Background: an optimization exercise with open tools, aiming at small area, a short achievable clock period and few clock cycles. Do not read the settings as production practice. Function was checked by simulation only, so behaviour that the tests miss may differ from the original. Power is estimated from default activity; no workload was simulated.

## flow/design.v (module list and top-level ports; edited modules follow where they fit)
// module htcore_ct_rom: 778 lines
// module htcore: 499 lines
module htcore (
    input  wire       clk,
    input  wire       rst,         
    input  wire [7:0] cmd_data,
    input  wire       cmd_valid,
    output wire       cmd_ready,
    output wire [7:0] rsp_data,
    output wire       rsp_valid,
    input  wire       rsp_ready
);
  // ...
==> flow/run.sh <==
#!/bin/bash
# synth_recipe.tcl (not shown) runs the flow's synth.tcl, then flattens the netlist and writes it again
# the make line also repeats each setting of config.mk as NAME=value (left out here)
make -C /OpenROAD-flow-scripts/flow DESIGN_CONFIG=/design/flow/config.mk WORK_HOME=/design/flow/orfs CLKGATE_MAP_FILE= SYNTH_SCRIPT=/design/flow/synth_recipe.tcl finish
==> flow/config.mk <==
export PLATFORM = sky130hd
export DESIGN_NAME = htcore
export DESIGN_NICKNAME = htcore
export VERILOG_FILES = /design/flow/design.v
export SDC_FILE = /design/flow/constraint.sdc
export NUM_CORES = 4
export LEC_CHECK = 0
export CAP_MARGIN = 40
export CELL_PAD_IN_SITES_DETAIL_PLACEMENT = 2
export CELL_PAD_IN_SITES_GLOBAL_PLACEMENT = 3
export CORE_MARGIN = 2
export CORE_UTILIZATION = 25
export PLACE_DENSITY = 0.35
export SLEW_MARGIN = 40
export SYNTH_MEMORY_MAX_BITS = 65536
==> flow/constraint.sdc <==
create_clock -name core_clock -period 12.0 [get_ports {clk}]
set_input_delay 2.4000 -clock core_clock [delete_from_list [all_inputs] [get_ports {clk}]]
set_output_delay 2.4000 -clock core_clock [all_outputs]
set_load 0.01 [all_outputs]
==> run notes, run 1 <==
pin count of the biggest net entering global routing 99; PwrDens ~170 nW/um^2; Failing Checks setup timing; combinational power share between 20% and 30%; Post-synth EDFFs approximately 4200; Synth cell types a little over 100; Placed Cells approximately 27000; main combinational cell family by area after synthesis multiplexers; cells on worst reg2reg path 62; inverter count around 580; Top Consumer registers; Die Area around 850000 um^2; maximum root-to-sink buffer count 4; biggest regs hash_a (1024), hash_b (1024), value (1024); post-synthesis sequential area ratio between 60% and 70%; Filler cells 86850; combinational gate power roughly 0.011 W; Initial Util 25.1%; layout cells sized above 1 roughly 17%; status finished with violations; hold path cells 0; WHS approximately 0.45 ns; Tot Pwr around 0.044 W; #MultiIn Comb 9851; Total Routed Length between 1000000 and 1500000 um; Area contributors post-synth edfxtp_1 60%, mux2i_1 5.4%, xnor2_1 5.1%; Tcrit/Tclk final 100%; mean post-synth cell area approximately 13 um^2; final setup fails 3; setup slack after layout -0.0499 ns; Hold Path End rh[11]$_DFFE_PP_; unrepaired setup endpoints after global routing true; Worst Setup Path Type register to register
Testbench counts, summed over its fixed seeds: cycles 46,818.
==> module htcore, before the edit <==
module htcore (
    input  wire       clk,
    input  wire       rst,         
    input  wire [7:0] cmd_data,
    input  wire       cmd_valid,
    output wire       cmd_ready,
    output wire [7:0] rsp_data,
    output wire       rsp_valid,
    input  wire       rsp_ready
);
    localparam NTAB       = 2;
    localparam SLOT_DEPTH = 16;
    localparam MODK       = 8;       
    localparam FDEPTH     = 8;       
    localparam FAW        = 3;       
    localparam OP_GENERATE = 4'd1, OP_HASH = 4'd2, OP_CREATE = 4'd3, OP_PUT = 4'd4,
               OP_GET = 4'd5, OP_GETINDEX = 4'd6, OP_DEL = 4'd7, OP_LEN = 4'd8,
               OP_RELEASE = 4'd9;
    localparam ST_OK = 4'd0, ST_NOT_FOUND = 4'd1, ST_CAP = 4'd2, ST_INV_IDX = 4'd3,
               ST_BAD_TABLE = 4'd4, ST_FAULT = 4'd5;
    localparam FC_SIZE = 32'd1, FC_DEPTH = 32'd2, FC_BAD_TABLE = 32'd3, FC_TABLE_LIVE = 32'd4,
               FC_NOT_GENERATED = 32'd5, FC_ILLEGAL = 32'd6;
    localparam K_RESP = 3'd0,    
               K_CREATE = 3'd1, K_LEN = 3'd2, K_REL = 3'd3, K_GIDX = 3'd4,
               K_PUT = 3'd5, K_GET = 3'd6, K_DEL = 3'd7;
    reg        cmd_ready_r;
    reg [7:0]  ib;
    reg        ibv;
    assign cmd_ready = cmd_ready_r;
    always @(posedge clk) begin
        ib  <= cmd_data;
        ibv <= !rst && cmd_valid && cmd_ready_r;
    end
    wire [31:0] ctw [0:2];
    genvar gi;
    generate
        for (gi = 0; gi < 3; gi = gi + 1) begin : g_rom
            htcore_ct_rom u_rom (
                .addr ({gi[1:0], ib}),
                .data (ctw[gi])
            );
        end
    endgenerate
    reg [31:0] ct [0:2];
    reg [7:0]  kb;
    reg        kbv;
    always @(posedge clk) begin
        ct[0] <= ctw[0];
        ct[1] <= ctw[1];
        ct[2] <= ctw[2];
        kb    <= ib;
        kbv   <= !rst && ibv;
    end
    localparam R_HDR = 2'd0, R_ARG = 2'd1, R_KEY = 2'd2, R_DEAD = 2'd3;
    reg [1:0]  rs;
    reg [1:0]  rb;             
    reg [23:0] rh;             
    reg [31:0] ra;             
    reg [3:0]  r_op;
    reg        r_t;
    reg [1:0]  r_ch;
    reg        gen_done;
    reg [NTAB-1:0] live;
    reg [4:0]  rsize [0:NTAB-1];
    reg [31:0] s1 [0:2];
    reg [31:0] s2 [0:2];
    reg [31:0] sp [0:2];
    wire [31:0] s1_nx [0:2];
    wire [31:0] s2_nx [0:2];
    wire [31:0] sp_nx [0:2];
    generate
        for (gi = 0; gi < 3; gi = gi + 1) begin : g_lane
            assign s1_nx[gi] = ct[gi] ^ sp[gi];
            assign s2_nx[gi] = s1_nx[gi] + s2[gi] + {s2[gi][26:0], 5'd0} + {24'd0, kb} + 32'd3;
            assign sp_nx[gi] = {s1_nx[gi][30:0], 1'b0} + s2[gi] + {s2[gi][26:0], 5'd0} + {24'd0, kb} + 32'd3;
        end
    endgenerate
    wire [31:0] hfull = {kb, rh};
    wire [3:0]  h_op  = hfull[3:0];
    wire [2:0]  h_ch  = hfull[6:4];
    wire        h_cb  = hfull[7];
    wire [7:0]  h_tid = hfull[15:8];
    wire        h_tok = (h_tid[7:1] == 7'd0);
    wire        h_t   = h_tid[0];
    wire        h_live = h_tok && live[h_t];
    wire h_illegal = !((h_op >= OP_GENERATE) && (h_op <= OP_RELEASE))
                  || (hfull[31:16] != 16'd0)
                  || (h_ch != 3'd0 && h_op != OP_HASH)
                  || (h_op == OP_HASH && h_ch > 3'd2)
                  || (h_cb && h_op != OP_RELEASE)
                  || (h_tid != 8'd0 && (h_op == OP_GENERATE || h_op == OP_HASH));
    wire h_needs_ct = (h_op == OP_HASH) || (h_op == OP_PUT) || (h_op == OP_GET) || (h_op == OP_DEL);
    wire [31:0] afull = {kb, ra[31:8]};
    wire        a_gidx_bad = (afull[31:5] != 27'd0) || (afull[4:0] >= rsize[r_t]);
    reg         p_v;
    reg [2:0]   p_kind;
    reg         p_t;
    reg [3:0]   p_st;
    reg [31:0]  p_w;
    always @(*) begin
        p_v    = 1'b0;
        p_kind = K_RESP;
        p_t    = r_t;
        p_st   = ST_OK;
        p_w    = 32'd0;
        if (kbv) begin
            case (rs)
            R_HDR: if (rb == 2'd3) begin
                p_t = h_t;
                if (h_illegal) begin
                    p_v = 1'b1; p_st = ST_FAULT; p_w = FC_ILLEGAL;
                end else if (h_needs_ct && !gen_done) begin
                    p_v = 1'b1; p_st = ST_FAULT; p_w = FC_NOT_GENERATED;
                end else begin
                    case (h_op)
                    OP_GENERATE: p_v = 1'b1;
                    OP_CREATE: begin
                        if (!h_tok) begin
                            p_v = 1'b1; p_st = ST_FAULT; p_w = FC_BAD_TABLE;
                        end else if (live[h_t]) begin
                            p_v = 1'b1; p_st = ST_FAULT; p_w = FC_TABLE_LIVE;
                        end
                    end
                    OP_LEN: begin
                        p_v = 1'b1;
                        if (h_live) p_kind = K_LEN;
                        else begin p_st = ST_BAD_TABLE; p_w = 32'hFFFFFFFF; end
                    end
                    OP_PUT, OP_GET, OP_GETINDEX, OP_DEL, OP_RELEASE: begin
                        if (!h_live) begin
                            p_v = 1'b1; p_st = ST_FAULT; p_w = FC_BAD_TABLE;
                        end else if (h_op == OP_RELEASE) begin
                            p_v = 1'b1;
                            if (h_cb) p_kind = K_REL;
                        end
                    end
                    default: ;
                    endcase
                end
            end
            R_ARG: if (rb == 2'd3) begin
                p_v = 1'b1;
                if (r_op == OP_CREATE) begin
                    if (afull == 32'd0 || afull[31]) begin
                        p_st = ST_FAULT; p_w = FC_SIZE;
                    end else if (afull > SLOT_DEPTH) begin
                        p_st = ST_FAULT; p_w = FC_DEPTH;
                    end else begin
                        p_kind = K_CREATE; p_w = {31'd0, r_t};
                    end
                end else if (r_op == OP_GETINDEX) begin
                    if (a_gidx_bad) p_st = ST_INV_IDX;
                    else begin p_kind = K_GIDX; p_w = afull; end
                end else
                    p_v = 1'b0;      
            end
            R_KEY: if (kb == 8'd0) begin
                p_v = 1'b1;
                case (r_op)
                OP_HASH: p_w = s1[r_ch];
                OP_PUT:  begin p_kind = K_PUT; p_w = ra; end
                OP_GET:  p_kind = K_GET;
                default: p_kind = K_DEL;
                endcase
            end
            default: ;
            endcase
        end
    end
    integer i;
    always @(posedge clk) begin
        if (rst) begin
            rs       <= R_HDR;
            rb       <= 2'd0;
            gen_done <= 1'b0;
            live     <= {NTAB{1'b0}};
        end else if (kbv) begin
            case (rs)
            R_HDR: begin
                rh <= {kb, rh[23:8]};
                rb <= rb + 2'd1;
                if (rb == 2'd3) begin
                    r_op <= h_op;
                    r_t  <= h_t;
                    r_ch <= h_ch[1:0];
                    for (i = 0; i < 3; i = i + 1) begin
                        s1[i] <= 32'h7FED7FED;
                        s2[i] <= 32'hEEEEEEEE;
                        sp[i] <= 32'h6EDC6EDB;
                    end
                    if (p_v && p_st == ST_FAULT)
                        rs <= R_DEAD;
                    else begin
                        case (h_op)
                        OP_GENERATE: gen_done <= 1'b1;
                        OP_HASH, OP_GET, OP_DEL: rs <= R_KEY;
                        OP_CREATE, OP_PUT, OP_GETINDEX: rs <= R_ARG;
                        OP_RELEASE: live[h_t] <= 1'b0;
                        default: ;
                        endcase
                    end
                end
            end
            R_ARG: begin
                ra <= afull;
                rb <= rb + 2'd1;
                if (rb == 2'd3) begin
                    if (p_v && p_st == ST_FAULT)
                        rs <= R_DEAD;
                    else if (r_op == OP_PUT)
                        rs <= R_KEY;
                    else begin
                        rs <= R_HDR;
                        if (r_op == OP_CREATE) begin
                            live[r_t]  <= 1'b1;
                            rsize[r_t] <= afull[4:0];
                        end
                    end
                end
            end
            R_KEY: begin
                if (kb == 8'd0)
                    rs <= R_HDR;
                else begin
                    for (i = 0; i < 3; i = i + 1) begin
                        s1[i] <= s1_nx[i];
                        s2[i] <= s2_nx[i];
                        sp[i] <= sp_nx[i];
                    end
                end
            end
            default: ;   
            endcase
        end
    end
    reg         q0_v, q1_v;
    reg [2:0]   q0_kind, q1_kind;
    reg         q0_t, q1_t;
    reg [3:0]   q0_st, q1_st;
    reg [31:0]  q0_w, q1_w;
    reg [31:0]  q0_ha, q1_ha;
    reg [31:0]  q0_hb, q1_hb;
    reg [31:0]  q0_hid, q1_hid;
    reg [4:0]   q0_n, q1_n;
    wire        x_pop;                  
    wire        x_shift;                
    wire [31:0] q0_hid_sh = q0_hid << MODK;
    wire [1:0]  q_cnt = {1'b0, q0_v} + {1'b0, q1_v};
    wire [1:0]  q_cnt_nx = q_cnt + {1'b0, p_v} - {1'b0, x_pop};
    always @(posedge clk) begin
        if (rst) begin
            q0_v <= 1'b0;
            q1_v <= 1'b0;
            cmd_ready_r <= 1'b1;
        end else begin
            cmd_ready_r <= (q_cnt_nx <= 2'd1);
            if (!q0_v || x_pop) begin
                if (q1_v) begin
                    q0_v <= 1'b1; q0_kind <= q1_kind; q0_t <= q1_t; q0_st <= q1_st;
                    q0_w <= q1_w; q0_ha <= q1_ha; q0_hb <= q1_hb; q0_hid <= q1_hid; q0_n <= q1_n;
                end else begin
                    q0_v <= p_v; q0_kind <= p_kind; q0_t <= p_t; q0_st <= p_st;
                    q0_w <= p_w; q0_ha <= s1[1]; q0_hb <= s1[2]; q0_hid <= s1[0]; q0_n <= rsize[r_t];
                end
            end else if (x_shift)
                q0_hid <= q0_hid_sh;
            if (q1_v && (!q0_v || x_pop))
                q1_v <= 1'b0;
            if (p_v && q0_v && !x_pop) begin
                q1_v <= 1'b1; q1_kind <= p_kind; q1_t <= p_t; q1_st <= p_st;
                q1_w <= p_w; q1_ha <= s1[1]; q1_hb <= s1[2]; q1_hid <= s1[0]; q1_n <= rsize[r_t];
            end else if (p_v && q1_v) begin
                q1_v <= 1'b1; q1_kind <= p_kind; q1_t <= p_t; q1_st <= p_st;
                q1_w <= p_w; q1_ha <= s1[1]; q1_hb <= s1[2]; q1_hid <= s1[0]; q1_n <= rsize[r_t];
            end
        end
    end
    localparam X_IDLE = 3'd0, X_MOD = 3'd1, X_SEL = 3'd2, X_ACT = 3'd3,
               X_RFIND = 3'd4, X_RPUSH = 3'd5;
    reg [2:0]  xs;
    reg [3:0]  xrem;
    reg [2:0]  xcnt;
    reg [15:0] occv, matv;
    reg [3:0]  xslot;
    reg        xfound;
    reg [4:0]  xpos;
    reg                 occ   [0:NTAB*SLOT_DEPTH-1];
    reg [31:0]          hash_a[0:NTAB*SLOT_DEPTH-1];
    reg [31:0]          hash_b[0:NTAB*SLOT_DEPTH-1];
    reg [31:0]          value [0:NTAB*SLOT_DEPTH-1];
    reg [4:0]           tlen  [0:NTAB-1];
    reg [36:0]  fmem [0:FDEPTH-1];       
    reg [FAW-1:0] fwp, frp;
    reg [FAW:0] fcnt;
    wire        f_room = (fcnt != FDEPTH);
    reg [3:0] mod_r;
    reg [4:0] mod_t;
    always @(*) begin
        mod_r = xrem;
        for (i = 0; i < MODK; i = i + 1) begin
            mod_t = {mod_r, q0_hid[31 - i]};
            mod_r = (mod_t >= q0_n) ? (mod_t - q0_n) : mod_t[3:0];
        end
    end
    reg [15:0] cmp_occ, cmp_mat;
    always @(*) begin
        for (i = 0; i < SLOT_DEPTH; i = i + 1) begin
            cmp_occ[i] = occ[{q0_t, i[3:0]}];
            cmp_mat[i] = (hash_a[{q0_t, i[3:0]}] == q0_ha) && (hash_b[{q0_t, i[3:0]}] == q0_hb);
        end
    end
    reg [15:0] cand, cand_hi;
    reg [3:0]  sel_lo, sel_hi;
    reg        any_lo, any_hi;
    always @(*) begin
        for (i = 0; i < SLOT_DEPTH; i = i + 1) begin
            cand[i]    = (i < q0_n) && (!occv[i] || (q0_kind != K_PUT && matv[i]));
            cand_hi[i] = cand[i] && (i >= xrem);
        end
        sel_lo = 4'd0; any_lo = 1'b0;
        sel_hi = 4'd0; any_hi = 1'b0;
        for (i = SLOT_DEPTH - 1; i >= 0; i = i - 1) begin
            if (cand[i])    begin sel_lo = i[3:0]; any_lo = 1'b1; end
            if (cand_hi[i]) begin sel_hi = i[3:0]; any_hi = 1'b1; end
        end
    end
    wire [3:0] sel = any_hi ? sel_hi : sel_lo;
    reg [3:0] rel_sel;
    reg       rel_any;
    always @(*) begin
        rel_sel = 4'd0; rel_any = 1'b0;
        for (i = SLOT_DEPTH - 1; i >= 0; i = i - 1)
            if (occ[{q0_t, i[3:0]}] && (i >= xpos)) begin rel_sel = i[3:0]; rel_any = 1'b1; end
    end
    wire [4:0]  rd_idx = (xs == X_IDLE) ? {q0_t, q0_w[3:0]} : {q0_t, xslot};
    wire [31:0] rd_val = value[rd_idx];
    wire        rd_occ = occ[rd_idx];
    reg         f_push;
    reg [36:0]  f_data;
    reg         xp;
    always @(*) begin
        f_push = 1'b0;
        f_data = 37'd0;
        xp     = 1'b0;
        case (xs)
        X_IDLE: if (q0_v && f_room) begin
            case (q0_kind)
            K_RESP:   begin f_push = 1'b1; f_data = {1'b0, q0_st, q0_w}; xp = 1'b1; end
            K_CREATE: begin f_push = 1'b1; f_data = {1'b0, ST_OK, q0_w}; xp = 1'b1; end
            K_LEN:    begin f_push = 1'b1; f_data = {1'b0, ST_OK, 27'd0, tlen[q0_t]}; xp = 1'b1; end
            K_REL:    begin f_push = 1'b1; f_data = {1'b0, ST_OK, 27'd0, tlen[q0_t]}; end
            K_GIDX:   begin
                f_push = 1'b1;
                f_data = rd_occ ? {1'b0, ST_OK, rd_val} : {1'b0, ST_NOT_FOUND, 32'd0};
                xp = 1'b1;
            end
            default: ;
            endcase
        end
        X_ACT: if (f_room) begin
            f_push = 1'b1;
            xp     = 1'b1;
            if (q0_kind == K_PUT)
                f_data = xfound ? {1'b0, ST_OK, 28'd0, xslot} : {1'b0, ST_CAP, 32'd0};
            else
                f_data = xfound ? {1'b0, ST_OK, rd_val} : {1'b0, ST_NOT_FOUND, 32'd0};
        end
        X_RFIND: if (!rel_any) xp = 1'b1;
        X_RPUSH: if (f_room) begin
            f_push = 1'b1;
            f_data = {1'b1, 4'd0, rd_val};
        end
        default: ;
        endcase
    end
    assign x_pop   = xp;
    assign x_shift = (xs == X_MOD);
    always @(posedge clk) begin
        if (rst) begin
            xs <= X_IDLE;
        end else begin
            case (xs)
            X_IDLE: if (q0_v) begin
                case (q0_kind)
                K_CREATE: if (f_room) begin
                    tlen[q0_t] <= 5'd0;
                    for (i = 0; i < SLOT_DEPTH; i = i + 1)
                        occ[{q0_t, i[3:0]}] <= 1'b0;
                end
                K_REL: if (f_room) begin
                    xpos <= 5'd0;
                    xs   <= X_RFIND;
                end
                K_PUT, K_GET, K_DEL: begin
                    occv <= cmp_occ;
                    matv <= cmp_mat;
                    xrem <= 4'd0;
                    xcnt <= 3'd0;
                    xs   <= X_MOD;
                end
                default: ;
                endcase
            end
            X_MOD: begin
                xrem <= mod_r;
                xcnt <= xcnt + 3'd1;
                if (xcnt == 32 / MODK - 1)
                    xs <= X_SEL;
            end
            X_SEL: begin
                xslot  <= sel;
                xfound <= (any_hi || any_lo) && (q0_kind == K_PUT || occv[sel]);
                xs     <= X_ACT;
            end
            X_ACT: if (f_room) begin
                if (xfound) begin
                    if (q0_kind == K_PUT) begin
                        occ[{q0_t, xslot}]    <= 1'b1;
                        hash_a[{q0_t, xslot}] <= q0_ha;
                        hash_b[{q0_t, xslot}] <= q0_hb;
                        value[{q0_t, xslot}]  <= q0_w;
                        tlen[q0_t]            <= tlen[q0_t] + 5'd1;
                    end else if (q0_kind == K_DEL) begin
                        occ[{q0_t, xslot}]    <= 1'b0;
                        tlen[q0_t]            <= tlen[q0_t] - 5'd1;
                    end
                end
                xs <= X_IDLE;
            end
            X_RFIND: begin
                xslot <= rel_sel;
                xs    <= rel_any ? X_RPUSH : X_IDLE;
            end
            X_RPUSH: if (f_room) begin
                xpos <= {1'b0, xslot} + 5'd1;
                xs   <= X_RFIND;
            end
            default: xs <= X_IDLE;
            endcase
        end
    end
    reg [63:0] sr;
    reg [3:0]  sn;
    reg        b0v, b1v;
    reg [7:0]  b0d, b1d;
    wire        inc_v  = (sn != 4'd0) && !b1v;
    wire        s_load = (sn == 4'd0) || (sn == 4'd1 && inc_v);
    wire        f_pop  = s_load && (fcnt != 0);
    wire [36:0] f_head = fmem[frp];
    always @(posedge clk) begin
        if (f_push)
            fmem[fwp] <= f_data;
        if (rst) begin
            fwp  <= {FAW{1'b0}};
            frp  <= {FAW{1'b0}};
            fcnt <= {(FAW+1){1'b0}};
            sn   <= 4'd0;
        end else begin
            if (f_push) fwp <= fwp + 1'b1;
            if (f_pop)  frp <= frp + 1'b1;
            fcnt <= fcnt + {{FAW{1'b0}}, f_push} - {{FAW{1'b0}}, f_pop};
            if (f_pop) begin
                if (f_head[36]) begin
                    sr <= {32'd0, f_head[31:0]};
                    sn <= 4'd4;
                end else begin
                    sr <= {f_head[31:0], 28'd0, f_head[35:32]};
                    sn <= 4'd8;
                end
            end else if (inc_v) begin
                sr <= {8'd0, sr[63:8]};
                sn <= sn - 4'd1;
            end
        end
    end
    wire take = rsp_ready && b0v;
    always @(posedge clk) begin
        if (rst) begin
            b0v <= 1'b0;
            b1v <= 1'b0;
        end else if (!b0v) begin
            b0v <= inc_v;
            b0d <= sr[7:0];
        end else if (!b1v) begin
            if (take) begin
                b0v <= inc_v;
                b0d <= sr[7:0];
            end else if (inc_v) begin
                b1v <= 1'b1;
                b1d <= sr[7:0];
            end
        end else if (take) begin
            b0d <= b1d;
            b1v <= 1'b0;
        end
    end
    assign rsp_valid = b0v;
    assign rsp_data  = b0d;
endmodule
==> inputs of run 2 (changes only) <==
--- a/flow/design.v
+++ b/flow/design.v
@@ -788,9 +788,12 @@
 );
     localparam NTAB       = 2;
     localparam SLOT_DEPTH = 16;
-    localparam MODK       = 8;       
-    localparam FDEPTH     = 8;       
-    localparam FAW        = 3;       
+    localparam MODK       = 2;       
+    localparam MODC       = (32 + MODK - 1) / MODK;    
+    localparam HW         = MODK * MODC;               
+    localparam QD         = 4;       
+    localparam FDEPTH     = 4;       
+    localparam FAW        = 2;       
     localparam OP_GENERATE = 4'd1, OP_HASH = 4'd2, OP_CREATE = 4'd3, OP_PUT = 4'd4,
                OP_GET = 4'd5, OP_GETINDEX = 4'd6, OP_DEL = 4'd7, OP_LEN = 4'd8,
                OP_RELEASE = 4'd9;
@@ -801,10 +804,14 @@
     localparam K_RESP = 3'd0,    
                K_CREATE = 3'd1, K_LEN = 3'd2, K_REL = 3'd3, K_GIDX = 3'd4,
                K_PUT = 3'd5, K_GET = 3'd6, K_DEL = 3'd7;
+    integer i;
     reg        cmd_ready_r;
     reg [7:0]  ib;
     reg        ibv;
     assign cmd_ready = cmd_ready_r;
+    reg        srst;
+    always @(posedge clk)
+        srst <= rst;
     always @(posedge clk) begin
         ib  <= cmd_data;
         ibv <= !rst && cmd_valid && cmd_ready_r;
@@ -840,17 +847,17 @@
     reg        gen_done;
     reg [NTAB-1:0] live;
     reg [4:0]  rsize [0:NTAB-1];
-    reg [31:0] s1 [0:2];
     reg [31:0] s2 [0:2];
     reg [31:0] sp [0:2];
-    wire [31:0] s1_nx [0:2];
+    wire [31:0] s1 [0:2];
     wire [31:0] s2_nx [0:2];
     wire [31:0] sp_nx [0:2];
     generate
         for (gi = 0; gi < 3; gi = gi + 1) begin : g_lane
-            assign s1_nx[gi] = ct[gi] ^ sp[gi];
-            assign s2_nx[gi] = s1_nx[gi] + s2[gi] + {s2[gi][26:0], 5'd0} + {24'd0, kb} + 32'd3;
-            assign sp_nx[gi] = {s1_nx[gi][30:0], 1'b0} + s2[gi] + {s2[gi][26:0], 5'd0} + {24'd0, kb} + 32'd3;
+            wire [31:0] s1n = ct[gi] ^ sp[gi];
+            assign s1[gi]    = sp[gi] - s2[gi];
+            assign s2_nx[gi] = s1n + s2[gi] + {s2[gi][26:0], 5'd0} + {24'd0, kb} + 32'd3;
+            assign sp_nx[gi] = {s1n[30:0], 1'b0} + s2[gi] + {s2[gi][26:0], 5'd0} + {24'd0, kb} + 32'd3;
         end
     endgenerate
     wire [31:0] hfull = {kb, rh};
@@ -945,9 +952,8 @@
             endcase
         end
     end
-    integer i;
     always @(posedge clk) begin
-        if (rst) begin
+        if (srst) begin
             rs       <= R_HDR;
             rb       <= 2'd0;
             gen_done <= 1'b0;
@@ -962,9 +968,8 @@
                     r_t  <= h_t;
                     r_ch <= h_ch[1:0];
                     for (i = 0; i < 3; i = i + 1) begin
-                        s1[i] <= 32'h7FED7FED;
                         s2[i] <= 32'hEEEEEEEE;
-                        sp[i] <= 32'h6EDC6EDB;
+                        sp[i] <= 32'h6EDC6EDB;       
                     end
                     if (p_v && p_st == ST_FAULT)
                         rs <= R_DEAD;
@@ -1001,7 +1006,6 @@
                     rs <= R_HDR;
                 else begin
                     for (i = 0; i < 3; i = i + 1) begin
-                        s1[i] <= s1_nx[i];
                         s2[i] <= s2_nx[i];
                         sp[i] <= sp_nx[i];
                     end
@@ -1011,89 +1015,125 @@
             endcase
         end
     end
-    reg         q0_v, q1_v;
-    reg [2:0]   q0_kind, q1_kind;
-    reg         q0_t, q1_t;
-    reg [3:0]   q0_st, q1_st;
-    reg [31:0]  q0_w, q1_w;
-    reg [31:0]  q0_ha, q1_ha;
-    reg [31:0]  q0_hb, q1_hb;
-    reg [31:0]  q0_hid, q1_hid;
-    reg [4:0]   q0_n, q1_n;
+    reg [2:0]   qkind[0:QD-1];
+    reg         qt   [0:QD-1];
+    reg [3:0]   qst  [0:QD-1];
+    reg [31:0]  qw   [0:QD-1];
+    reg [31:0]  qha  [0:QD-1];
+    reg [31:0]  qhb  [0:QD-1];
+    reg [HW-1:0] qhid [0:QD-1];
+    reg [4:0]   qn   [0:QD-1];
+    reg [3:0]   qrem [0:QD-1];
+    reg [4:0]   qmc  [0:QD-1];         
+    function [3:0] mod_steps;
+        input [3:0]  r0;
+        input [MODK-1:0] bits;
+        input [4:0]  n;
+        reg   [3:0]  r;
+        reg   [4:0]  t;
+        integer k;
+        begin
+            r = r0;
+            for (k = MODK - 1; k >= 0; k = k - 1) begin
+                t = {r, bits[k]};
+                r = (t >= n) ? (t - n) : t[3:0];
+            end
+            mod_steps = r;
+        end
+    endfunction
+    reg [HW-1:0] qhid_s [0:QD-1];
+    reg [3:0]   qrem_s [0:QD-1];
+    reg [4:0]   qmc_s  [0:QD-1];
+    always @(*) begin
+        for (i = 0; i < QD; i = i + 1) begin
+            if (qmc[i] == MODC) begin
+                qhid_s[i] = qhid[i]; qrem_s[i] = qrem[i]; qmc_s[i] = qmc[i];
+            end else begin
+                qhid_s[i] = qhid[i] << MODK;
+                qrem_s[i] = mod_steps(qrem[i], qhid[i][HW-1:HW-MODK], qn[i]);
+                qmc_s[i]  = qmc[i] + 5'd1;
+            end
+        end
+    end
+    reg [1:0]   qwp, qrp;
+    reg [2:0]   q_cnt;
+    wire        q0_v    = (q_cnt != 3'd0);
+    wire [2:0]  q0_kind = qkind[qrp];
+    wire        q0_t    = qt[qrp];
+    wire [3:0]  q0_st   = qst[qrp];
+    wire [31:0] q0_w    = qw[qrp];
+    wire [31:0] q0_ha   = qha[qrp];
+    wire [31:0] q0_hb   = qhb[qrp];
+    wire [4:0]  q0_n    = qn[qrp];
+    wire [3:0]  q0_rem  = qrem[qrp];
+    wire        q0_md   = (qmc[qrp] == MODC);
     wire        x_pop;                  
-    wire        x_shift;                
-    wire [31:0] q0_hid_sh = q0_hid << MODK;
-    wire [1:0]  q_cnt = {1'b0, q0_v} + {1'b0, q1_v};
-    wire [1:0]  q_cnt_nx = q_cnt + {1'b0, p_v} - {1'b0, x_pop};
+    wire [4:0]  n_new    = rsize[r_t];
+    wire        n_pow2   = (n_new & (n_new - 5'd1)) == 5'd0;
+    wire [3:0]  n_mask   = n_new[3:0] - 4'd1;
     always @(posedge clk) begin
-        if (rst) begin
-            q0_v <= 1'b0;
-            q1_v <= 1'b0;
+        if (rst || srst)
             cmd_ready_r <= 1'b1;
+        else
+            cmd_ready_r <= ({1'b0, q_cnt} + {3'd0, p_v} <= QD - 1);
+        if (srst) begin
+            qwp   <= 2'd0;
+            qrp   <= 2'd0;
+            q_cnt <= 3'd0;
         end else begin
-            cmd_ready_r <= (q_cnt_nx <= 2'd1);
-            if (!q0_v || x_pop) begin
-                if (q1_v) begin
-                    q0_v <= 1'b1; q0_kind <= q1_kind; q0_t <= q1_t; q0_st <= q1_st;
-                    q0_w <= q1_w; q0_ha <= q1_ha; q0_hb <= q1_hb; q0_hid <= q1_hid; q0_n <= q1_n;
-                end else begin
-                    q0_v <= p_v; q0_kind <= p_kind; q0_t <= p_t; q0_st <= p_st;
-                    q0_w <= p_w; q0_ha <= s1[1]; q0_hb <= s1[2]; q0_hid <= s1[0]; q0_n <= rsize[r_t];
-                end
-            end else if (x_shift)
-                q0_hid <= q0_hid_sh;
-            if (q1_v && (!q0_v || x_pop))
-                q1_v <= 1'b0;
-            if (p_v && q0_v && !x_pop) begin
-                q1_v <= 1'b1; q1_kind <= p_kind; q1_t <= p_t; q1_st <= p_st;
-                q1_w <= p_w; q1_ha <= s1[1]; q1_hb <= s1[2]; q1_hid <= s1[0]; q1_n <= rsize[r_t];
-            end else if (p_v && q1_v) begin
-                q1_v <= 1'b1; q1_kind <= p_kind; q1_t <= p_t; q1_st <= p_st;
-                q1_w <= p_w; q1_ha <= s1[1]; q1_hb <= s1[2]; q1_hid <= s1[0]; q1_n <= rsize[r_t];
+            if (p_v)   qwp <= qwp + 2'd1;
+            if (x_pop) qrp <= qrp + 2'd1;
+            q_cnt <= q_cnt + {2'd0, p_v} - {2'd0, x_pop};
+        end
+        for (i = 0; i < QD; i = i + 1) begin
+            if (p_v && qwp == i) begin
+                qkind[i] <= p_kind; qt[i] <= p_t; qst[i] <= p_st;
+                qw[i] <= p_w; qha[i] <= s1[1]; qhb[i] <= s1[2]; qn[i] <= n_new;
+                qhid[i] <= s1[0];
+                qrem[i] <= n_pow2 ? (s1[0][3:0] & n_mask) : 4'd0;
+                qmc[i]  <= n_pow2 ? MODC : 5'd0;
+            end else begin
+                qhid[i] <= qhid_s[i]; qrem[i] <= qrem_s[i]; qmc[i] <= qmc_s[i];
             end
         end
     end
-    localparam X_IDLE = 3'd0, X_MOD = 3'd1, X_SEL = 3'd2, X_ACT = 3'd3,
-               X_RFIND = 3'd4, X_RPUSH = 3'd5;
+    reg [3:0]    rot;
+    reg [1535:0] ring0, ring1;         
+    reg [15:0]   occ0, occ1;           
+    reg [4:0]    tlen [0:NTAB-1];
+    wire [15:0]   occ_t  = q0_t ? occ1 : occ0;
+    localparam X_IDLE = 3'd0, X_SEL = 3'd1, X_ACT = 3'd2, X_RFIND = 3'd3, X_RPUSH = 3'd4,
+               X_ROT = 3'd5;
     reg [2:0]  xs;
-    reg [3:0]  xrem;
-    reg [2:0]  xcnt;
-    reg [15:0] occv, matv;
+    reg [15:0] matp;                   
+    reg [15:0] xskip;                  
+    reg [3:0]  xrot;                   
     reg [3:0]  xslot;
     reg        xfound;
     reg [4:0]  xpos;
-    reg                 occ   [0:NTAB*SLOT_DEPTH-1];
-    reg [31:0]          hash_a[0:NTAB*SLOT_DEPTH-1];
-    reg [31:0]          hash_b[0:NTAB*SLOT_DEPTH-1];
-    reg [31:0]          value [0:NTAB*SLOT_DEPTH-1];
-    reg [4:0]           tlen  [0:NTAB-1];
     reg [36:0]  fmem [0:FDEPTH-1];       
     reg [FAW-1:0] fwp, frp;
-    reg [FAW:0] fcnt;
-    wire        f_room = (fcnt != FDEPTH);
-    reg [3:0] mod_r;
-    reg [4:0] mod_t;
-    always @(*) begin
-        mod_r = xrem;
-        for (i = 0; i < MODK; i = i + 1) begin
-            mod_t = {mod_r, q0_hid[31 - i]};
-            mod_r = (mod_t >= q0_n) ? (mod_t - q0_n) : mod_t[3:0];
-        end
-    end
-    reg [15:0] cmp_occ, cmp_mat;
+    reg [FAW:0] fcnt;                    
+    reg [FAW:0] fall;                    
+    reg         fw_v;                    
+    reg [36:0]  fw_d;
+    wire        f_room = (fall != FDEPTH);
+    reg [15:0] cmp0, cmp1;
     always @(*) begin
         for (i = 0; i < SLOT_DEPTH; i = i + 1) begin
-            cmp_occ[i] = occ[{q0_t, i[3:0]}];
-            cmp_mat[i] = (hash_a[{q0_t, i[3:0]}] == q0_ha) && (hash_b[{q0_t, i[3:0]}] == q0_hb);
+            cmp0[i] = (ring0[96*i+64 +: 32] == q0_ha);
+            cmp1[i] = (ring1[96*i+64 +: 32] == q0_ha);
         end
     end
+    wire [15:0] cmp_mat = q0_t ? cmp1 : cmp0;
+    reg [15:0] matl;                   
     reg [15:0] cand, cand_hi;
     reg [3:0]  sel_lo, sel_hi;
     reg        any_lo, any_hi;
     always @(*) begin
         for (i = 0; i < SLOT_DEPTH; i = i + 1) begin
-            cand[i]    = (i < q0_n) && (!occv[i] || (q0_kind != K_PUT && matv[i]));
-            cand_hi[i] = cand[i] && (i >= xrem);
+            cand[i]    = (i < q0_n) && (!occ_t[i] || (q0_kind != K_PUT && matl[i] && !xskip[i]));
+            cand_hi[i] = cand[i] && (i >= q0_rem);
         end
         sel_lo = 4'd0; any_lo = 1'b0;
         sel_hi = 4'd0; any_hi = 1'b0;
@@ -1108,11 +1148,18 @@
     always @(*) begin
         rel_sel = 4'd0; rel_any = 1'b0;
         for (i = SLOT_DEPTH - 1; i >= 0; i = i - 1)
-            if (occ[{q0_t, i[3:0]}] && (i >= xpos)) begin rel_sel = i[3:0]; rel_any = 1'b1; end
+            if (occ_t[i] && (i >= xpos)) begin rel_sel = i[3:0]; rel_any = 1'b1; end
     end
-    wire [4:0]  rd_idx = (xs == X_IDLE) ? {q0_t, q0_w[3:0]} : {q0_t, xslot};
-    wire [31:0] rd_val = value[rd_idx];
-    wire        rd_occ = occ[rd_idx];
+    wire [3:0]  rd_slot = (xs == X_IDLE) ? q0_w[3:0] : xslot;
+    wire        rd_hi   = (rot[3] != rd_slot[3]);
+    wire [31:0] rd_val  = q0_t ? (rd_hi ? ring1[96*8 +: 32] : ring1[31:0])
+                               : (rd_hi ? ring0[96*8 +: 32] : ring0[31:0]);
+    wire [31:0] rd_hb   = q0_t ? (rd_hi ? ring1[96*8+32 +: 32] : ring1[63:32])
+                               : (rd_hi ? ring0[96*8+32 +: 32] : ring0[63:32]);
+    wire        rd_occ  = occ_t[rd_slot];
+    wire        b_miss  = (q0_kind != K_PUT) && xfound && (rd_hb != q0_hb);
+    wire        put_now = (rot[2:0] == xslot[2:0]);
+    wire        act_go  = f_room && (!xfound || put_now);
     reg         f_push;
     reg [36:0]  f_data;
     reg         xp;
@@ -1127,7 +1174,7 @@
             K_CREATE: begin f_push = 1'b1; f_data = {1'b0, ST_OK, q0_w}; xp = 1'b1; end
             K_LEN:    begin f_push = 1'b1; f_data = {1'b0, ST_OK, 27'd0, tlen[q0_t]}; xp = 1'b1; end
             K_REL:    begin f_push = 1'b1; f_data = {1'b0, ST_OK, 27'd0, tlen[q0_t]}; end
-            K_GIDX:   begin
+            K_GIDX:   if (rot[2:0] == q0_w[2:0]) begin
                 f_push = 1'b1;
                 f_data = rd_occ ? {1'b0, ST_OK, rd_val} : {1'b0, ST_NOT_FOUND, 32'd0};
                 xp = 1'b1;
@@ -1135,7 +1182,7 @@
             default: ;
             endcase
         end
-        X_ACT: if (f_room) begin
+        X_ACT: if (act_go && !b_miss) begin
             f_push = 1'b1;
             xp     = 1'b1;
             if (q0_kind == K_PUT)
@@ -1144,17 +1191,35 @@
                 f_data = xfound ? {1'b0, ST_OK, rd_val} : {1'b0, ST_NOT_FOUND, 32'd0};
         end
         X_RFIND: if (!rel_any) xp = 1'b1;
-        X_RPUSH: if (f_room) begin
+        X_RPUSH: if (f_room && put_now) begin
             f_push = 1'b1;
             f_data = {1'b1, 4'd0, rd_val};
         end
         default: ;
         endcase
     end
-    assign x_pop   = xp;
-    assign x_shift = (xs == X_MOD);
+    assign x_pop = xp;
+    wire put_wr = (xs == X_ACT) && act_go && xfound && (q0_kind == K_PUT);
+    wire [95:0] put_word = {q0_ha, q0_hb, q0_w};
+    always @(posedge clk) begin
+        if (srst)
+            rot <= 4'd0;
+        else
+            rot <= rot + 4'd1;
+        ring0 <= {ring0[95:0], ring0[1535:96]};
+        ring1 <= {ring1[95:0], ring1[1535:96]};
+        if (put_wr) begin
+            if (!q0_t) begin
+                if (rot[3] == xslot[3]) ring0[1535:1440] <= put_word;
+                else                    ring0[767:672]   <= put_word;
+            end else begin
+                if (rot[3] == xslot[3]) ring1[1535:1440] <= put_word;
+                else                    ring1[767:672]   <= put_word;
+            end
+        end
+    end
     always @(posedge clk) begin
-        if (rst) begin
+        if (srst) begin
             xs <= X_IDLE;
         end else begin
             case (xs)
@@ -1162,45 +1227,42 @@
                 case (q0_kind)
                 K_CREATE: if (f_room) begin
                     tlen[q0_t] <= 5'd0;
-                    for (i = 0; i < SLOT_DEPTH; i = i + 1)
-                        occ[{q0_t, i[3:0]}] <= 1'b0;
+                    if (q0_t) occ1 <= 16'd0; else occ0 <= 16'd0;
                 end
                 K_REL: if (f_room) begin
                     xpos <= 5'd0;
                     xs   <= X_RFIND;
                 end
                 K_PUT, K_GET, K_DEL: begin
-                    occv <= cmp_occ;
-                    matv <= cmp_mat;
-                    xrem <= 4'd0;
-                    xcnt <= 3'd0;
-                    xs   <= X_MOD;
+                    matp  <= cmp_mat;
+                    xskip <= 16'd0;
+                    xrot <= rot;
+                    xs   <= X_ROT;
                 end
                 default: ;
                 endcase
             end
-            X_MOD: begin
-                xrem <= mod_r;
-                xcnt <= xcnt + 3'd1;
-                if (xcnt == 32 / MODK - 1)
-                    xs <= X_SEL;
+            X_ROT: begin
+                for (i = 0; i < SLOT_DEPTH; i = i + 1)
+                    matl[i] <= matp[(i - xrot) & 15];
+                xs <= X_SEL;
             end
-            X_SEL: begin
+            X_SEL: if (q0_md) begin
                 xslot  <= sel;
-                xfound <= (any_hi || any_lo) && (q0_kind == K_PUT || occv[sel]);
+                xfound <= (any_hi || any_lo) && (q0_kind == K_PUT || occ_t[sel]);
                 xs     <= X_ACT;
             end
-            X_ACT: if (f_room) begin
+            X_ACT: if (act_go && b_miss) begin
+                xskip[xslot] <= 1'b1;
+                xs <= X_SEL;
+            end else if (act_go) begin
                 if (xfound) begin
                     if (q0_kind == K_PUT) begin
-                        occ[{q0_t, xslot}]    <= 1'b1;
-                        hash_a[{q0_t, xslot}] <= q0_ha;
-                        hash_b[{q0_t, xslot}] <= q0_hb;
-                        value[{q0_t, xslot}]  <= q0_w;
-                        tlen[q0_t]            <= tlen[q0_t] + 5'd1;
+                        if (q0_t) occ1[xslot] <= 1'b1; else occ0[xslot] <= 1'b1;
+                        tlen[q0_t] <= tlen[q0_t] + 5'd1;
                     end else if (q0_kind == K_DEL) begin
-                        occ[{q0_t, xslot}]    <= 1'b0;
-                        tlen[q0_t]            <= tlen[q0_t] - 5'd1;
+                        if (q0_t) occ1[xslot] <= 1'b0; else occ0[xslot] <= 1'b0;
+                        tlen[q0_t] <= tlen[q0_t] - 5'd1;
                     end
                 end
                 xs <= X_IDLE;
@@ -1209,7 +1271,7 @@
                 xslot <= rel_sel;
                 xs    <= rel_any ? X_RPUSH : X_IDLE;
             end
-            X_RPUSH: if (f_room) begin
+            X_RPUSH: if (f_room && put_now) begin
                 xpos <= {1'b0, xslot} + 5'd1;
                 xs   <= X_RFIND;
             end
@@ -1217,55 +1279,53 @@
             endcase
         end
     end
-    reg [63:0] sr;
-    reg [3:0]  sn;
+    reg [2:0]  bi;
     reg        b0v, b1v;
     reg [7:0]  b0d, b1d;
-    wire        inc_v  = (sn != 4'd0) && !b1v;
-    wire        s_load = (sn == 4'd0) || (sn == 4'd1 && inc_v);
-    wire        f_pop  = s_load && (fcnt != 0);
     wire [36:0] f_head = fmem[frp];
+    wire [2:0]  b_idx  = {bi[2] | f_head[36], bi[1:0]};
+    wire        inc_v  = (fcnt != 0) && !b1v;
+    wire [7:0]  inc_d  = b_idx[2] ? f_head[8*b_idx[1:0] +: 8]
+                                  : ((b_idx[1:0] == 2'd0) ? {4'd0, f_head[35:32]} : 8'd0);
+    wire        f_pop  = inc_v && (b_idx == 3'd7);
     always @(posedge clk) begin
-        if (f_push)
-            fmem[fwp] <= f_data;
-        if (rst) begin
+        fw_d <= f_data;
+        if (fw_v)
+            fmem[fwp] <= fw_d;
+        if (srst) begin
+            fw_v <= 1'b0;
             fwp  <= {FAW{1'b0}};
             frp  <= {FAW{1'b0}};
             fcnt <= {(FAW+1){1'b0}};
-            sn   <= 4'd0;
+            fall <= {(FAW+1){1'b0}};
+            bi   <= 3'd0;
         end else begin
-            if (f_push) fwp <= fwp + 1'b1;
+            fw_v <= f_push;
+            if (fw_v)   fwp <= fwp + 1'b1;
             if (f_pop)  frp <= frp + 1'b1;
-            fcnt <= fcnt + {{FAW{1'b0}}, f_push} - {{FAW{1'b0}}, f_pop};
-            if (f_pop) begin
-                if (f_head[36]) begin
-                    sr <= {32'd0, f_head[31:0]};
-                    sn <= 4'd4;
-                end else begin
-                    sr <= {f_head[31:0], 28'd0, f_head[35:32]};
-                    sn <= 4'd8;
-                end
-            end else if (inc_v) begin
-                sr <= {8'd0, sr[63:8]};
-                sn <= sn - 4'd1;
-            end
+            fcnt <= fcnt + {{FAW{1'b0}}, fw_v} - {{FAW{1'b0}}, f_pop};
+            fall <= fall + {{FAW{1'b0}}, f_push} - {{FAW{1'b0}}, f_pop};
+            if (f_pop)
+                bi <= 3'd0;
+            else if (inc_v)
+                bi <= bi + 3'd1;
         end
     end
     wire take = rsp_ready && b0v;
     always @(posedge clk) begin
-        if (rst) begin
+        if (rst || srst) begin
             b0v <= 1'b0;
             b1v <= 1'b0;
         end else if (!b0v) begin
             b0v <= inc_v;
-            b0d <= sr[7:0];
+            b0d <= inc_d;
         end else if (!b1v) begin
             if (take) begin
                 b0v <= inc_v;
-                b0d <= sr[7:0];
+                b0d <= inc_d;
             end else if (inc_v) begin
                 b1v <= 1'b1;
-                b1d <= sr[7:0];
+                b1d <= inc_d;
             end
         end else if (take) begin
             b0d <= b1d;
==> flow/config.mk (replaced) <==
export PLATFORM = sky130hd
export DESIGN_NAME = htcore
export DESIGN_NICKNAME = htcore
export VERILOG_FILES = /design/flow/design.v
export SDC_FILE = /design/flow/constraint.sdc
export NUM_CORES = 4
export LEC_CHECK = 0
export ABC_CLOCK_PERIOD_IN_PS = 3000
export CAP_MARGIN = 20
export CELL_PAD_IN_SITES_DETAIL_PLACEMENT = 1
export CELL_PAD_IN_SITES_GLOBAL_PLACEMENT = 2
export CORE_MARGIN = 2
export CORE_UTILIZATION = 45
export PLACE_DENSITY = 0.55
export SETUP_SLACK_MARGIN = 5
export SLEW_MARGIN = 20
export SYNTH_MEMORY_MAX_BITS = 65536
==> run 2 against run 1 <==
  * Synthesized cell count is 0.55% lower
  * The flow now stops in 5_1_grt
  * Area after synthesis is 18% lower
==> run notes, run 2 <==
#FFs+latches synth 4389 (was 4320); First Error [ERROR GRT-0232] Routing congestion too high. Check the congestion heatmap in the GUI.; area leader, netlist dfxtp_1 (was edfxtp_1); Stop stage 5_1_grt; Root Driver clkbuf_16 (unchanged); pin count of the biggest net entering global routing around 130; Die Ht 624 um (was 921 um); Synth Warn # 34 (was 10); Post-synth EDFFs 1125 (was 4172); Mapped Nets 16449 (was 16411); Post-Synthesis Cells 15654 (was 15740); row count 227 (was 336); maximum root-to-sink buffer count 4 (unchanged); I/O pins 22 (unchanged); Worst EP kind sequential cell input; Die Wd 624 um (was 921 um); post-place setup slack 4.56 ns (was -0.492 ns); most common cell in the synthesized netlist dfxtp_1 (was edfxtp_1); top_reg_cell synth dfxtp_1 (was edfxtp_1); Async SR Flop Fraction 0% (unchanged); mean post-synth cell area 11.0 um^2 (was 13.3 um^2); status did not finish (was finished with violations); routability cong. 1.28 (was 1.07); Max H-tree Level 5 (was 6); Post-synth top cells 3264 x dfxtp_1, 1531 x nand2_1, 1168 x o21ai_0, 1125 x edfxtp_1, 934 x nor2_1 (was 4172 x edfxtp_1, 1296 x nand2_1, 1214 x xnor2_1, 1127 x mux2i_1, 827 x o21ai_0); Synth Cell Area 173000 um^2 (was 210000 um^2); TritonCTS buffer count 420 (was 543); Synth cell types 99 (was 102); GR Overflow Total 34; TritonCTS Sinks 4389 (was 4320); worst setup endpoint GRT ring1[730]$_DFF_P_/D; GRT Util Overall 67.9%; Initial Util 45.2% (was 25.1%); hpwl dp 714000 um (was 891000 um); post-synthesis sequential area ratio 57.4% (was 61.1%); # port buffers 21 (unchanged); Area contributors post-synth dfxtp_1 38%, edfxtp_1 20%, ha_1 4.1% (was edfxtp_1 60%, mux2i_1 5.4%, xnor2_1 5.1%); post-synth top area share 37.8% (was 59.7%)
## run 2: cell count changes after synthesis, sizes merged, moves of 240 or more
cell    previous run  this run
mux4             340       100
mux2i           1127       618
edfxtp          4172      1125
dfxtp            148      3264
xnor2           1214       773
o21ai            835      1219
## run 2: worst max-delay path by stage
stage | from | end | cells after the start
floorplan | rs[0]$_SDFFE_PP0P_ | s2[0][0]$_SDFFCE_PN0P_ | 6
global placement | qrp[0]$_SDFFE_PP0P_ | fall[2]$_SDFF_PP0_ | 23
detailed placement | qrp[0]$_SDFFE_PP0P_ | fall[2]$_SDFF_PP0_ | 23
CTS | qrp[0]$_SDFFE_PP0P_ | matp[10]$_DFFE_PP_ | 13
## run 2: kinds of logic after synthesis
kind of cell | share of synthesized area (%)
AO/OA/AOI/OAI | 12.4
XOR/XNOR | 4.77
adder cells (fa/ha/maj) | 6.62
buffers and inverters | 3.28
flip-flops | 57.4
multiplexers | 5.86
AND/OR/NAND/NOR | 9.70
## run 2: timing repair
action,4_1_cts
hold buffers,0
setup buffers,1
gates resized for setup,8
setup endpoints to repair,65
pin swaps,1
## run 2: power by group through the flow
stage               sequential, W  combinational [W]  clock [W]
detailed placement         0.0165             0.0112          0
global placement           0.0165             0.0107          0
floorplan                  0.0162            0.00656          0
CTS                        0.0163             0.0119     0.0143
## run 2: metrics by stage
stage / area, um^2 / hold WS [ns] / instances / util (%) / power (W)
floorplan: 173000 / 0.310 / 15654 / - / 0.0228
global placement: 183000 / 0.310 / 20521 / 47.8 / 0.0272
detailed placement: 183000 / 0.313 / 20526 / 47.9 / 0.0277
CTS: 197000 / 0.179 / 21312 / 51.6 / 0.0425
## run 2: metal layers
layer,track usage (%),overflow
met2,86.9,3
met1,68.3,0
met5,23.5,1
met4,68.3,16
met3,48.1,14
Testbench counts of run 2, summed over its fixed seeds: cycles 47,405.
==> inputs of run 3 (changes only) <==
--- a/flow/design.v
+++ b/flow/design.v
@@ -791,7 +791,7 @@
     localparam MODK       = 2;       
     localparam MODC       = (32 + MODK - 1) / MODK;    
     localparam HW         = MODK * MODC;               
-    localparam QD         = 4;       
+    localparam QD         = 3;       
     localparam FDEPTH     = 4;       
     localparam FAW        = 2;       
     localparam OP_GENERATE = 4'd1, OP_HASH = 4'd2, OP_CREATE = 4'd3, OP_PUT = 4'd4,
@@ -828,12 +828,14 @@
     endgenerate
     reg [31:0] ct [0:2];
     reg [7:0]  kb;
+    reg [8:0]  kb3;            
     reg        kbv;
     always @(posedge clk) begin
         ct[0] <= ctw[0];
         ct[1] <= ctw[1];
         ct[2] <= ctw[2];
         kb    <= ib;
+        kb3   <= {1'b0, ib} + 9'd3;
         kbv   <= !rst && ibv;
     end
     localparam R_HDR = 2'd0, R_ARG = 2'd1, R_KEY = 2'd2, R_DEAD = 2'd3;
@@ -855,9 +857,19 @@
     generate
         for (gi = 0; gi < 3; gi = gi + 1) begin : g_lane
             wire [31:0] s1n = ct[gi] ^ sp[gi];
+            wire [31:0] qa  = s2[gi];
+            wire [31:0] qb  = {s2[gi][26:0], 5'd0};
+            wire [31:0] qc  = {23'd0, kb3};
+            wire [31:0] qs  = qa ^ qb ^ qc;                                    
+            wire [31:0] qk  = {((qa[30:0] & qb[30:0]) | (qa[30:0] & qc[30:0]) | (qb[30:0] & qc[30:0])), 1'b0};
+            wire [31:0] s1d = {s1n[30:0], 1'b0};
+            wire [31:0] us  = s1n ^ qs ^ qk;                                   
+            wire [31:0] uk  = {((s1n[30:0] & qs[30:0]) | (s1n[30:0] & qk[30:0]) | (qs[30:0] & qk[30:0])), 1'b0};
+            wire [31:0] vs  = s1d ^ qs ^ qk;                                   
+            wire [31:0] vk  = {((s1d[30:0] & qs[30:0]) | (s1d[30:0] & qk[30:0]) | (qs[30:0] & qk[30:0])), 1'b0};
             assign s1[gi]    = sp[gi] - s2[gi];
-            assign s2_nx[gi] = s1n + s2[gi] + {s2[gi][26:0], 5'd0} + {24'd0, kb} + 32'd3;
-            assign sp_nx[gi] = {s1n[30:0], 1'b0} + s2[gi] + {s2[gi][26:0], 5'd0} + {24'd0, kb} + 32'd3;
+            assign s2_nx[gi] = us + uk;
+            assign sp_nx[gi] = vs + vk;
         end
     endgenerate
     wire [31:0] hfull = {kb, rh};
@@ -1056,18 +1068,13 @@
         end
     end
     reg [1:0]   qwp, qrp;
-    reg [2:0]   q_cnt;
-    wire        q0_v    = (q_cnt != 3'd0);
-    wire [2:0]  q0_kind = qkind[qrp];
-    wire        q0_t    = qt[qrp];
-    wire [3:0]  q0_st   = qst[qrp];
-    wire [31:0] q0_w    = qw[qrp];
-    wire [31:0] q0_ha   = qha[qrp];
-    wire [31:0] q0_hb   = qhb[qrp];
-    wire [4:0]  q0_n    = qn[qrp];
-    wire [3:0]  q0_rem  = qrem[qrp];
-    wire        q0_md   = (qmc[qrp] == MODC);
+    reg [1:0]   q_cnt;
+    wire [1:0]  qwp_nx = (qwp == QD - 1) ? 2'd0 : qwp + 2'd1;
+    wire [1:0]  qrp_nx = (qrp == QD - 1) ? 2'd0 : qrp + 2'd1;
     wire        x_pop;                  
+    reg         xv;                     
+    wire        x_load = (x_pop || !xv);
+    wire        q_take = x_load && (q_cnt != 2'd0);
     wire [4:0]  n_new    = rsize[r_t];
     wire        n_pow2   = (n_new & (n_new - 5'd1)) == 5'd0;
     wire [3:0]  n_mask   = n_new[3:0] - 4'd1;
@@ -1075,15 +1082,16 @@
         if (rst || srst)
             cmd_ready_r <= 1'b1;
         else
-            cmd_ready_r <= ({1'b0, q_cnt} + {3'd0, p_v} <= QD - 1);
+            cmd_ready_r <= ({1'b0, q_cnt} + {2'd0, p_v} <= QD - 1);
         if (srst) begin
             qwp   <= 2'd0;
             qrp   <= 2'd0;
-            q_cnt <= 3'd0;
+            q_cnt <= 2'd0;
         end else begin
-            if (p_v)   qwp <= qwp + 2'd1;
-            if (x_pop) qrp <= qrp + 2'd1;
-            q_cnt <= q_cnt + {2'd0, p_v} - {2'd0, x_pop};
+            if (p_v)    qwp <= qwp_nx;
+            if (q_take) qrp <= qrp_nx;
+            if (p_v && !q_take)      q_cnt <= q_cnt + 2'd1;
+            else if (!p_v && q_take) q_cnt <= q_cnt - 2'd1;
         end
         for (i = 0; i < QD; i = i + 1) begin
             if (p_v && qwp == i) begin
@@ -1097,6 +1105,40 @@
             end
         end
     end
+    reg [2:0]   xkind;
+    reg         xt;
+    reg [3:0]   xst;
+    reg [31:0]  xw, xha, xhb;
+    reg [4:0]   xn;
+    reg [HW-1:0] xhid;
+    reg [3:0]   xrem;
+    reg [4:0]   xmc;
+    wire        xmd = (xmc == MODC);
+    always @(posedge clk) begin
+        if (srst)
+            xv <= 1'b0;
+        else if (x_load)
+            xv <= (q_cnt != 2'd0);
+        if (q_take) begin
+            xkind <= qkind[qrp]; xt <= qt[qrp]; xst <= qst[qrp];
+            xw <= qw[qrp]; xha <= qha[qrp]; xhb <= qhb[qrp]; xn <= qn[qrp];
+            xhid <= qhid_s[qrp]; xrem <= qrem_s[qrp]; xmc <= qmc_s[qrp];
+        end else if (!xmd) begin
+            xhid <= xhid << MODK;
+            xrem <= mod_steps(xrem, xhid[HW-1:HW-MODK], xn);
+            xmc  <= xmc + 5'd1;
+        end
+    end
+    wire        q0_v    = xv;
+    wire [2:0]  q0_kind = xkind;
+    wire        q0_t    = xt;
+    wire [3:0]  q0_st   = xst;
+    wire [31:0] q0_w    = xw;
+    wire [31:0] q0_ha   = xha;
+    wire [31:0] q0_hb   = xhb;
+    wire [4:0]  q0_n    = xn;
+    wire [3:0]  q0_rem  = xrem;
+    wire        q0_md   = xmd;
     reg [3:0]    rot;
     reg [1535:0] ring0, ring1;         
     reg [15:0]   occ0, occ1;           
@@ -1154,12 +1196,21 @@
     wire        rd_hi   = (rot[3] != rd_slot[3]);
     wire [31:0] rd_val  = q0_t ? (rd_hi ? ring1[96*8 +: 32] : ring1[31:0])
                                : (rd_hi ? ring0[96*8 +: 32] : ring0[31:0]);
-    wire [31:0] rd_hb   = q0_t ? (rd_hi ? ring1[96*8+32 +: 32] : ring1[63:32])
-                               : (rd_hi ? ring0[96*8+32 +: 32] : ring0[63:32]);
     wire        rd_occ  = occ_t[rd_slot];
-    wire        b_miss  = (q0_kind != K_PUT) && xfound && (rd_hb != q0_hb);
+    wire [3:0]  rot_nx  = rot + 4'd1;
+    wire        nx_hi   = (rot_nx[3] != xslot[3]);
+    wire [31:0] nx_hb   = q0_t ? (nx_hi ? ring1[96*9+32 +: 32] : ring1[96+32 +: 32])
+                               : (nx_hi ? ring0[96*9+32 +: 32] : ring0[96+32 +: 32]);
+    reg         x_fresh;           
+    reg         x_tap;             
+    reg         x_beq;             
+    always @(posedge clk) begin
+        x_tap <= (rot_nx[2:0] == xslot[2:0]);
+        x_beq <= (nx_hb == q0_hb);
+    end
     wire        put_now = (rot[2:0] == xslot[2:0]);
-    wire        act_go  = f_room && (!xfound || put_now);
+    wire        act_go  = f_room && (!xfound || (!x_fresh && x_tap));
+    wire        b_miss  = (q0_kind != K_PUT) && xfound && !x_beq;
     reg         f_push;
     reg [36:0]  f_data;
     reg         xp;
@@ -1251,21 +1302,25 @@
                 xslot  <= sel;
                 xfound <= (any_hi || any_lo) && (q0_kind == K_PUT || occ_t[sel]);
                 xs     <= X_ACT;
+                x_fresh <= 1'b1;
             end
-            X_ACT: if (act_go && b_miss) begin
-                xskip[xslot] <= 1'b1;
-                xs <= X_SEL;
-            end else if (act_go) begin
-                if (xfound) begin
-                    if (q0_kind == K_PUT) begin
-                        if (q0_t) occ1[xslot] <= 1'b1; else occ0[xslot] <= 1'b1;
-                        tlen[q0_t] <= tlen[q0_t] + 5'd1;
-                    end else if (q0_kind == K_DEL) begin
-                        if (q0_t) occ1[xslot] <= 1'b0; else occ0[xslot] <= 1'b0;
-                        tlen[q0_t] <= tlen[q0_t] - 5'd1;
+            X_ACT: begin
+                x_fresh <= 1'b0;
+                if (act_go && b_miss) begin
+                    xskip[xslot] <= 1'b1;
+                    xs <= X_SEL;
+                end else if (act_go) begin
+                    if (xfound) begin
+                        if (q0_kind == K_PUT) begin
+                            if (q0_t) occ1[xslot] <= 1'b1; else occ0[xslot] <= 1'b1;
+                            tlen[q0_t] <= tlen[q0_t] + 5'd1;
+                        end else if (q0_kind == K_DEL) begin
+                            if (q0_t) occ1[xslot] <= 1'b0; else occ0[xslot] <= 1'b0;
+                            tlen[q0_t] <= tlen[q0_t] - 5'd1;
+                        end
                     end
+                    xs <= X_IDLE;
                 end
-                xs <= X_IDLE;
             end
             X_RFIND: begin
                 xslot <= rel_sel;
@@ -1303,8 +1358,10 @@
             fw_v <= f_push;
             if (fw_v)   fwp <= fwp + 1'b1;
             if (f_pop)  frp <= frp + 1'b1;
-            fcnt <= fcnt + {{FAW{1'b0}}, fw_v} - {{FAW{1'b0}}, f_pop};
-            fall <= fall + {{FAW{1'b0}}, f_push} - {{FAW{1'b0}}, f_pop};
+            if (fw_v && !f_pop)      fcnt <= fcnt + 1'b1;
+            else if (!fw_v && f_pop) fcnt <= fcnt - 1'b1;
+            if (f_push && !f_pop)      fall <= fall + 1'b1;
+            else if (!f_push && f_pop) fall <= fall - 1'b1;
             if (f_pop)
                 bi <= 3'd0;
             else if (inc_v)
==> flow/flow/run.sh (new file) <==
#!/bin/bash
set -euo pipefail
bash standard.sh SETUP_SLACK_MARGIN=7.2 finish > standard_flow.log 2>&1
==> flow/standard.sh (new file) <==
#!/bin/bash
# synth_recipe.tcl (not shown) runs the flow's synth.tcl, then flattens the netlist and writes it again
# the make line also repeats each setting of config.mk as NAME=value (left out here)
make -C /OpenROAD-flow-scripts/flow DESIGN_CONFIG=/design/flow/config.mk WORK_HOME=/design/flow/orfs CLKGATE_MAP_FILE= SYNTH_SCRIPT=/design/flow/synth_recipe.tcl "${@:-finish}"
--- a/flow/config.mk
+++ b/flow/config.mk
@@ -12,6 +12,5 @@
 export CORE_MARGIN = 2
 export CORE_UTILIZATION = 45
 export PLACE_DENSITY = 0.55
-export SETUP_SLACK_MARGIN = 5
 export SLEW_MARGIN = 20
 export SYNTH_MEMORY_MAX_BITS = 65536
removed: flow/run.sh
==> run 3 against run 2 <==
  * The run again fails in 5_1_grt
  * Area after synthesis decreased by 0.80%
  * Synthesized cell count shrank 4.6%
==> run notes, run 3 <==
vias in the first global route approximately 170k; Initial Util 45.2% (about the same); Post-Synth XOR/XNOR Area 4.81% (was 4.77%); post-synthesis sequential area ratio 57.3% (was 57.4%); Die Ht 621 um (was 624 um); maximum root-to-sink buffer count 4 (unchanged); multiplexer share of the synthesized area 8.91% (was 5.86%); Synth Cell Area 171000 um^2 (was 173000 um^2); Simple-Gate Fraction of Synth Area 8.44% (was 9.70%); GR Overflow Total ~700; Synth cell types 109 (was 99); Root Driver clkbuf_16 (unchanged); row count 226 (was 227); main combinational cell family by area after synthesis compound AO/OA/AOI/OAI gates (unchanged); TritonCTS buffer count 421 (was 420); top_reg_cell synth dfxtp_1 (unchanged); Post-synth top cells 3399 x dfxtp_1, 1046 x nor2_1, 1034 x a21oi_1, 1003 x edfxtp_1, 912 x nand2_1 (was 3264 x dfxtp_1, 1531 x nand2_1, 1168 x o21ai_0, 1125 x edfxtp_1, 934 x nor2_1); Area contributors post-synth dfxtp_1 40%, edfxtp_1 18%, mux2i_1 4.1% (was dfxtp_1 38%, edfxtp_1 20%, ha_1 4.1%); Mapped Nets 15636 (was 16449); Async SR Flop Fraction 0% (unchanged); Synth Area in Adders 5.94% (was 6.62%); hpwl dp 698000 um (was 714000 um); # port buffers 21 (unchanged); CTS Hold Buffers Added 0 (unchanged); Post-synth EDFFs 1003 (was 1125); Die Wd 621 um (was 624 um); #FFs+latches synth 4402 (was 4389); TritonCTS Sinks 4402 (was 4389); GRT Util Overall between 60% and 70%; area leader, netlist dfxtp_1 (unchanged); mean post-synth cell area 11.5 um^2 (was 11.0 um^2); first-pass GRT wire length ~1700000 um; status did not finish (unchanged); Stop stage 5_1_grt (unchanged); Synth Warn # 34 (unchanged); most common cell in the synthesized netlist dfxtp_1 (unchanged); post-synth top area share 39.7% (was 37.8%); First Error [ERROR GRT-0116] Global routing finished with congestion. Check the congestion regions in the DRC Viewer. (was [ERROR GRT-0232] Routing congestion too high. Check the congestion heatmap in the GUI.); post-synthesis compound-gate area fraction 11.9% (was 12.4%); I/O pins 22 (unchanged); pin count of the biggest net entering global routing 115; Post-Synthesis Cells 14937 (was 15654); Max H-tree Level 5 (unchanged); routability cong. 1.35 (was 1.28)
-- run 3: changes by cell type after synthesis, moves of 89 or more --
cell,delta
inv_1,-238
mux2_2,+303
a22oi_1,+108
dfxtp_1,+135
edfxtp_1,-122
ha_1,-89
a222oi_1,-109
a21oi_1,+216
nand2_1,-619
nor2_1,+112
o21ai_0,-443
-- run 3: stage by stage --
step	std cells	area, um^2	setup WS (ns)
CTS	20520	196000	7.13
detailed placement	19712	181000	5.88
floorplan	14937	171000	7.81
global placement	19696	180000	5.65
-- run 3: power by group through the flow --
| stage | combinational, W | sequential [W] | clock (W) |
|---|---|---|---|
| floorplan | 0.00617 | 0.0165 | 0 |
| global placement | 0.00926 | 0.0171 | 0 |
| detailed placement | 0.00961 | 0.0172 | 0 |
| CTS | 0.0102 | 0.0169 | 0.0145 |
-- run 3: logic make-up after synthesis --
family / after synthesis
xor+xnor: 941
mux: 1296
simple gates: 3171
buf+inv: 1223
flops: 4402
compound gates: 3217
fa+ha+maj: 687
-- run 3: layer usage --
metal,track usage [%],GRT overflow
met5,17.7,1
met2,84.3,388
met1,67.7,8
met4,56.6,307
met3,42.4,13
-- run 3: worst max-delay path by stage --
stage                          to  slack, ns  depth (start not counted)
3_3_place_gp   matp[12]$_DFFE_PP_       5.65                          9
4_1_cts         ct[1][27]$_DFF_P_       7.13                         15
2_1_floorplan    xha[0]$_DFFE_PN_       7.81                         12
3_5_place_dp    matp[1]$_DFFE_PP_       5.88                         10
-- run 3: what timing repair did --
item	CTS
resized for setup	139
pin swaps	9
endpoints found under the setup margin	535
cloned	1
setup buffers	23
Testbench counts of run 3, summed over its fixed seeds: cycles 47,495.

## port drivers added, routing unchanged
The flow's constraints put no driver on any port. The routed layout listed below was extracted and timed again, unchanged, in two steps. Step 1 sets driving cells, clkbuf_16 on the clock port and buf_2 on the other inputs (assumed; they add their load-dependent delay and slew). Step 2 moves the port delays by t, midway between the first and last clock arrival at a register: inputs arrive t later, outputs are due t later. That takes back most of the time a late clock gives input paths. a / b / c = ideal / step 1 / step 2; a / b = the first two.
run: run 1
shift t [ns]: 1.222
setup slack, ns: -0.050 / -0.050 / -0.050
hold slack, ns: 0.449 / 0.449 / 0.449
worst data-port slew with drivers (ns): 0.12
cell pins on the clock port's net: 1
The setup slack of run 1 moves by 0.000 ns with the drivers and by 0.000 ns with both steps.
